Source: an optimization exercise on an open RTL-to-GDS flow (aim: small area). Production flows keep margins and buffers that such runs may drop.
RTL that was checked went through simulation tests only; none was proved equivalent to the original.
Power figures rest on the tool's default switching activity, not on a simulated workload.

==> exp/sierra <==
==> flow/design.v <==
module dmxsync (
    input  wire         clk,
    input  wire         rst,             
    input  wire [31:0]  cfg_timeout,     
    input  wire [255:0] cfg_sc_accept,   
    input  wire [31:0]  now,             
    input  wire [15:0]  p_op,            
    input  wire [15:0]  c_op,            
    output wire [7:0]   rd_value,
    output wire         rd_ok
);
    localparam [3:0] OP_BREAK = 4'h1,
                     OP_BYTE  = 4'h2,
                     OP_FAULT = 4'h3,
                     OP_TICK  = 4'h4,
                     OP_GETCH = 4'h5;
    localparam [2:0] PH_IDLE  = 3'd0,
                     PH_BREAK = 3'd1,    
                     PH_MAB   = 3'd2,    
                     PH_SC    = 3'd3,    
                     PH_DATA  = 3'd4;
    localparam CELLS = 513;              
    reg [31:0]  timeout_q;
    reg [255:0] sc_accept_q;
    always @(posedge clk) begin
        if (rst) begin
            timeout_q   <= cfg_timeout;
            sc_accept_q <= cfg_sc_accept;
        end
    end
    wire [3:0] p_opc = p_op[15:12];
    wire [3:0] c_opc = c_op[15:12];
    wire [7:0] p_byte = p_op[7:0];
    wire [11:0] c_index = c_op[11:0];
    wire is_break = (p_opc == OP_BREAK);
    wire is_byte  = (p_opc == OP_BYTE);
    wire is_fault = (p_opc == OP_FAULT);
    wire is_tick  = (c_opc == OP_TICK);
    wire is_getch = (c_opc == OP_GETCH);
    reg [2:0]  phase;
    reg [9:0]  cursor;
    reg        valid;
    reg [31:0] t_break;
    reg [31:0] t_done;
    wire in_data   = (phase == PH_DATA);
    wire await_sc  = (phase == PH_BREAK) || (phase == PH_MAB) || (phase == PH_SC);
    wire sc_ok     = sc_accept_q[p_byte];
    wire        wf_we   = is_byte && ((await_sc && sc_ok) || in_data);
    wire [9:0]  wf_addr = in_data ? cursor : 10'd0;
    wire [9:0]  cursor_inc  = cursor + 10'd1;
    wire        pub_break   = is_break && in_data && (cursor >= 10'd2);
    wire        pub_full    = is_byte && in_data && (cursor_inc == 10'd513);
    wire        publish     = pub_break || pub_full;
    wire [9:0]  pub_count   = pub_full ? cursor_inc : cursor;
    always @(posedge clk) begin
        if (rst) begin
            phase   <= PH_IDLE;
            cursor  <= 10'd0;
            t_break <= 32'd0;
        end else if (is_break) begin
            t_break <= now;
            cursor  <= 10'd0;
            phase   <= PH_BREAK;
        end else if (is_byte) begin
            if (await_sc) begin
                if (sc_ok) begin
                    cursor <= 10'd1;
                    phase  <= PH_DATA;
                end else begin
                    phase  <= PH_IDLE;
                end
            end else if (in_data) begin
                cursor <= cursor_inc;
                if (cursor_inc == 10'd513)
                    phase <= PH_IDLE;
            end
        end else if (is_fault) begin
            phase <= PH_IDLE;
        end
    end
    wire [31:0] elapsed = now - t_done;
    wire        stale   = is_tick && (elapsed > timeout_q);
    always @(posedge clk) begin
        if (rst) begin
            valid  <= 1'b0;
            t_done <= 32'd0;
        end else begin
            if (publish) begin
                valid  <= 1'b1;
                t_done <= now;
            end else if (stale) begin
                valid  <= 1'b0;
            end
        end
    end
    wire [8*CELLS-1:0] pf_flat;
    genvar i;
    generate
        for (i = 0; i < CELLS; i = i + 1) begin : g_cell
            reg [7:0] wf_q;
            reg [7:0] pf_q;
            wire wr_here  = wf_we && (wf_addr == i);
            wire pub_here = publish && (i < pub_count);
            always @(posedge clk) begin
                if (!rst && wr_here)
                    wf_q <= p_byte;
            end
            always @(posedge clk) begin
                if (rst)
                    pf_q <= 8'd0;
                else if (pub_here)
                    pf_q <= wr_here ? p_byte : wf_q;
            end
            assign pf_flat[8*i +: 8] = pf_q;
        end
    endgenerate
    wire in_range = (c_index >= 12'd1) && (c_index <= 12'd512);
    assign rd_ok    = !rst && is_getch && in_range && valid;
    assign rd_value = rd_ok ? pf_flat[8*c_index[9:0] +: 8] : 8'd0;
endmodule
==> flow/run.sh <==
#!/bin/bash
# synth_recipe.tcl (not shown) runs the flow's synth.tcl, then flattens the netlist and writes it again
# the make line also repeats each setting of config.mk as NAME=value (left out here)
make -C /OpenROAD-flow-scripts/flow DESIGN_CONFIG=/design/flow/config.mk WORK_HOME=/design/flow/orfs CLKGATE_MAP_FILE= SYNTH_SCRIPT=/design/flow/synth_recipe.tcl finish
==> flow/config.mk <==
export PLATFORM = sky130hd
export DESIGN_NAME = dmxsync
export DESIGN_NICKNAME = dmxsync
export VERILOG_FILES = /design/flow/design.v
export SDC_FILE = /design/flow/constraint.sdc
export NUM_CORES = 4
export LEC_CHECK = 0
export CAP_MARGIN = 20
export CORE_MARGIN = 2
export CORE_UTILIZATION = 30
export PLACE_DENSITY = 0.4
export SLEW_MARGIN = 20
==> flow/constraint.sdc <==
create_clock -name core_clock -period 12.0 [get_ports {clk}]
set_input_delay 2.4000 -clock core_clock [delete_from_list [all_inputs] [get_ports {clk}]]
set_output_delay 2.4000 -clock core_clock [all_outputs]
set_load 0.01 [all_outputs]
==> exp/lagoon: changes against exp/sierra <==
==> flow/design.v, changed modules only <==
module dmxsync (
    input  wire         clk,
    input  wire         rst,             
    input  wire [31:0]  cfg_timeout,     
    input  wire [255:0] cfg_sc_accept,   
    input  wire [31:0]  now,             
    input  wire [15:0]  p_op,            
    input  wire [15:0]  c_op,            
    output wire [7:0]   rd_value,
    output wire         rd_ok
);
    localparam [3:0] OP_BREAK = 4'h1,
                     OP_BYTE  = 4'h2,
                     OP_FAULT = 4'h3,
                     OP_TICK  = 4'h4,
                     OP_GETCH = 4'h5;
    localparam [1:0] PH_IDLE  = 2'd0,
                     PH_BREAK = 2'd1,    
                     PH_DATA  = 2'd2;
    reg [31:0]  timeout_q;
    reg [255:0] sc_accept_q;
    always @(posedge clk) begin
        if (rst) begin
            timeout_q   <= cfg_timeout;
            sc_accept_q <= cfg_sc_accept;
        end
    end
    wire [3:0]  p_opc   = p_op[15:12];
    wire [3:0]  c_opc   = c_op[15:12];
    wire [7:0]  p_byte  = p_op[7:0];
    wire [11:0] c_index = c_op[11:0];
    wire is_break = (p_opc == OP_BREAK);
    wire is_byte  = (p_opc == OP_BYTE);
    wire is_fault = (p_opc == OP_FAULT);
    wire is_tick  = (c_opc == OP_TICK);
    wire is_getch = (c_opc == OP_GETCH);
    reg [1:0]  phase;
    reg [9:0]  cursor;       
    reg        valid;
    reg [31:0] t_done;
    reg [9:0]  hw;           
    wire in_data  = (phase == PH_DATA);
    wire await_sc = (phase == PH_BREAK);
    wire sc_ok    = sc_accept_q[p_byte];
    wire byte_data = is_byte && in_data;
    wire pub_break = is_break && in_data && (cursor >= 10'd2);
    wire pub_full  = byte_data && cursor[9];         
    wire publish   = pub_break || pub_full;
    always @(posedge clk) begin
        if (rst) begin
            phase  <= PH_IDLE;
            cursor <= 10'd0;
        end else if (is_break) begin
            cursor <= 10'd0;
            phase  <= PH_BREAK;
        end else if (is_byte) begin
            if (await_sc) begin
                if (sc_ok) begin
                    cursor <= 10'd1;
                    phase  <= PH_DATA;
                end else begin
                    phase  <= PH_IDLE;
                end
            end else if (in_data) begin
                cursor <= cursor + 10'd1;
                if (cursor[9])
                    phase <= PH_IDLE;
            end
        end else if (is_fault) begin
            phase <= PH_IDLE;
        end
    end
    always @(posedge clk) begin
        if (rst)
            hw <= 10'd0;
        else if (pub_full)
            hw <= 10'd513;
        else if (pub_break && (cursor > hw))
            hw <= cursor;
    end
    wire [31:0] elapsed = now - t_done;
    wire        stale   = is_tick && (elapsed > timeout_q);
    always @(posedge clk) begin
        if (publish)
            t_done <= now;
    end
    always @(posedge clk) begin
        if (rst)
            valid <= 1'b0;
        else if (publish)
            valid <= 1'b1;
        else if (stale)
            valid <= 1'b0;
    end
    wire [3:0] ca = cursor[8:5];
    wire [4:0] cb = cursor[4:0];
    wire [15:0] wa;          
    wire [31:0] wb;          
    wire [15:0] pa_lt;       
    wire [15:0] pa_eq;       
    wire [31:0] pb_lt;       
    genvar i;
    generate
        for (i = 0; i < 16; i = i + 1) begin : g_pa
            assign wa[i]    = byte_data && !cursor[9] && (ca == i);
            assign pa_lt[i] = pub_full || (pub_break && (cursor[9] || (ca > i)));
            assign pa_eq[i] = pub_break && !cursor[9] && (ca == i);
        end
        for (i = 0; i < 32; i = i + 1) begin : g_pb
            assign wb[i]    = (cb == i);
            assign pb_lt[i] = (cb > i);
        end
    endgenerate
    wire [8*512-1:0] pf_flat;
    generate
        for (i = 0; i < 512; i = i + 1) begin : g_cell
            reg [7:0] pf_q;
            if (i == 0) begin : g_last
                always @(posedge clk) begin
                    if (pub_full)
                        pf_q <= p_byte;
                end
            end else begin : g_mid
                reg [7:0] wf_q;
                wire wr_here  = wa[i / 32] && wb[i % 32];
                wire pub_here = pa_lt[i / 32] || (pa_eq[i / 32] && pb_lt[i % 32]);
                always @(posedge clk) begin
                    if (wr_here)
                        wf_q <= p_byte;
                end
                always @(posedge clk) begin
                    if (pub_here)
                        pf_q <= wf_q;
                end
            end
            assign pf_flat[8*i +: 8] = pf_q;
        end
    endgenerate
    wire [8:0]  slot     = c_index[8:0];
    wire        slot0    = (slot == 9'd0);
    wire        in_range = (c_index[11:10] == 2'b00) && (c_index[9] == slot0);
    wire        below_hw = ({c_index[9], slot} < hw);
    assign rd_ok = !rst && is_getch && in_range && valid;
    wire   rd_en = rd_ok && below_hw;
    wire [15:0] ra;
    wire [31:0] rb;
    generate
        for (i = 0; i < 16; i = i + 1) begin : g_ra
            assign ra[i] = rd_en && (slot[8:5] == i);
        end
        for (i = 0; i < 32; i = i + 1) begin : g_rb
            assign rb[i] = (slot[4:0] == i);
        end
    endgenerate
    reg [7:0] rd_acc;
    reg [7:0] grp_acc;
    integer a, b;
    always @(*) begin
        rd_acc = 8'd0;
        for (a = 0; a < 16; a = a + 1) begin
            grp_acc = 8'd0;
            for (b = 0; b < 32; b = b + 1)
                grp_acc = grp_acc | ({8{rb[b]}} & pf_flat[8*(32*a+b) +: 8]);
            rd_acc = rd_acc | ({8{ra[a]}} & grp_acc);
        end
    end
    assign rd_value = rd_acc;
endmodule
==> notes.md <==
Against exp/sierra, the power of exp/lagoon is lower by 1.0%. Of exp/sierra and exp/lagoon, exp/sierra has the higher final area (gap 9.6%, measured against exp/lagoon). Against exp/sierra, the flip-flop and latch count of exp/lagoon is lower by 14. Between exp/lagoon and exp/sierra, the lower die area is in exp/lagoon (gap 10%, measured against exp/sierra). Of exp/lagoon and exp/sierra, exp/sierra has the higher final cell count (gap 28%, measured against exp/sierra). Of exp/lagoon and exp/sierra, exp/sierra has the higher synthesized cell count (gap 44%, measured against exp/sierra). In exp/lagoon the via count is smaller than in exp/sierra, by 25%.
Function not checked in exp/sierra: the RTL went through the layout flow alone.

[separate check: timing with driven ports]
How much do the figures lean on ideal ports? The routed layouts below were timed once more, with nothing changed but the port constraints.
Step 1 (the two cells are an assumption about what drives the block):
set clk [get_ports {clk}]
set_driving_cell -lib_cell sky130_fd_sc_hd__clkbuf_16 $clk
set_driving_cell -lib_cell sky130_fd_sc_hd__buf_2 [delete_from_list [all_inputs] $clk]
Step 2 adds t to the input delays and takes it off the output delays; t is the mean of the earliest and latest rising clock arrival at the registers after step 1. Input paths then give back, and output paths get back, about the clock's delay inside the block.
Three values: no drivers, after step 1, after step 2; two values: the first two.
run | shift t [ns] | setup WS [ns] | clock arrival spread, ns
exp/sierra | 1.331 | 1.201 / 1.109 / 1.109 | 0.162 / 0.162
exp/lagoon | 1.277 | 0.194 / 0.168 / 0.168 | 0.152 / 0.152
After both steps setup and hold are still met in every run listed. The setup slack of exp/sierra, which loses most, moves by -0.092 ns with the drivers and by -0.092 ns with both steps.
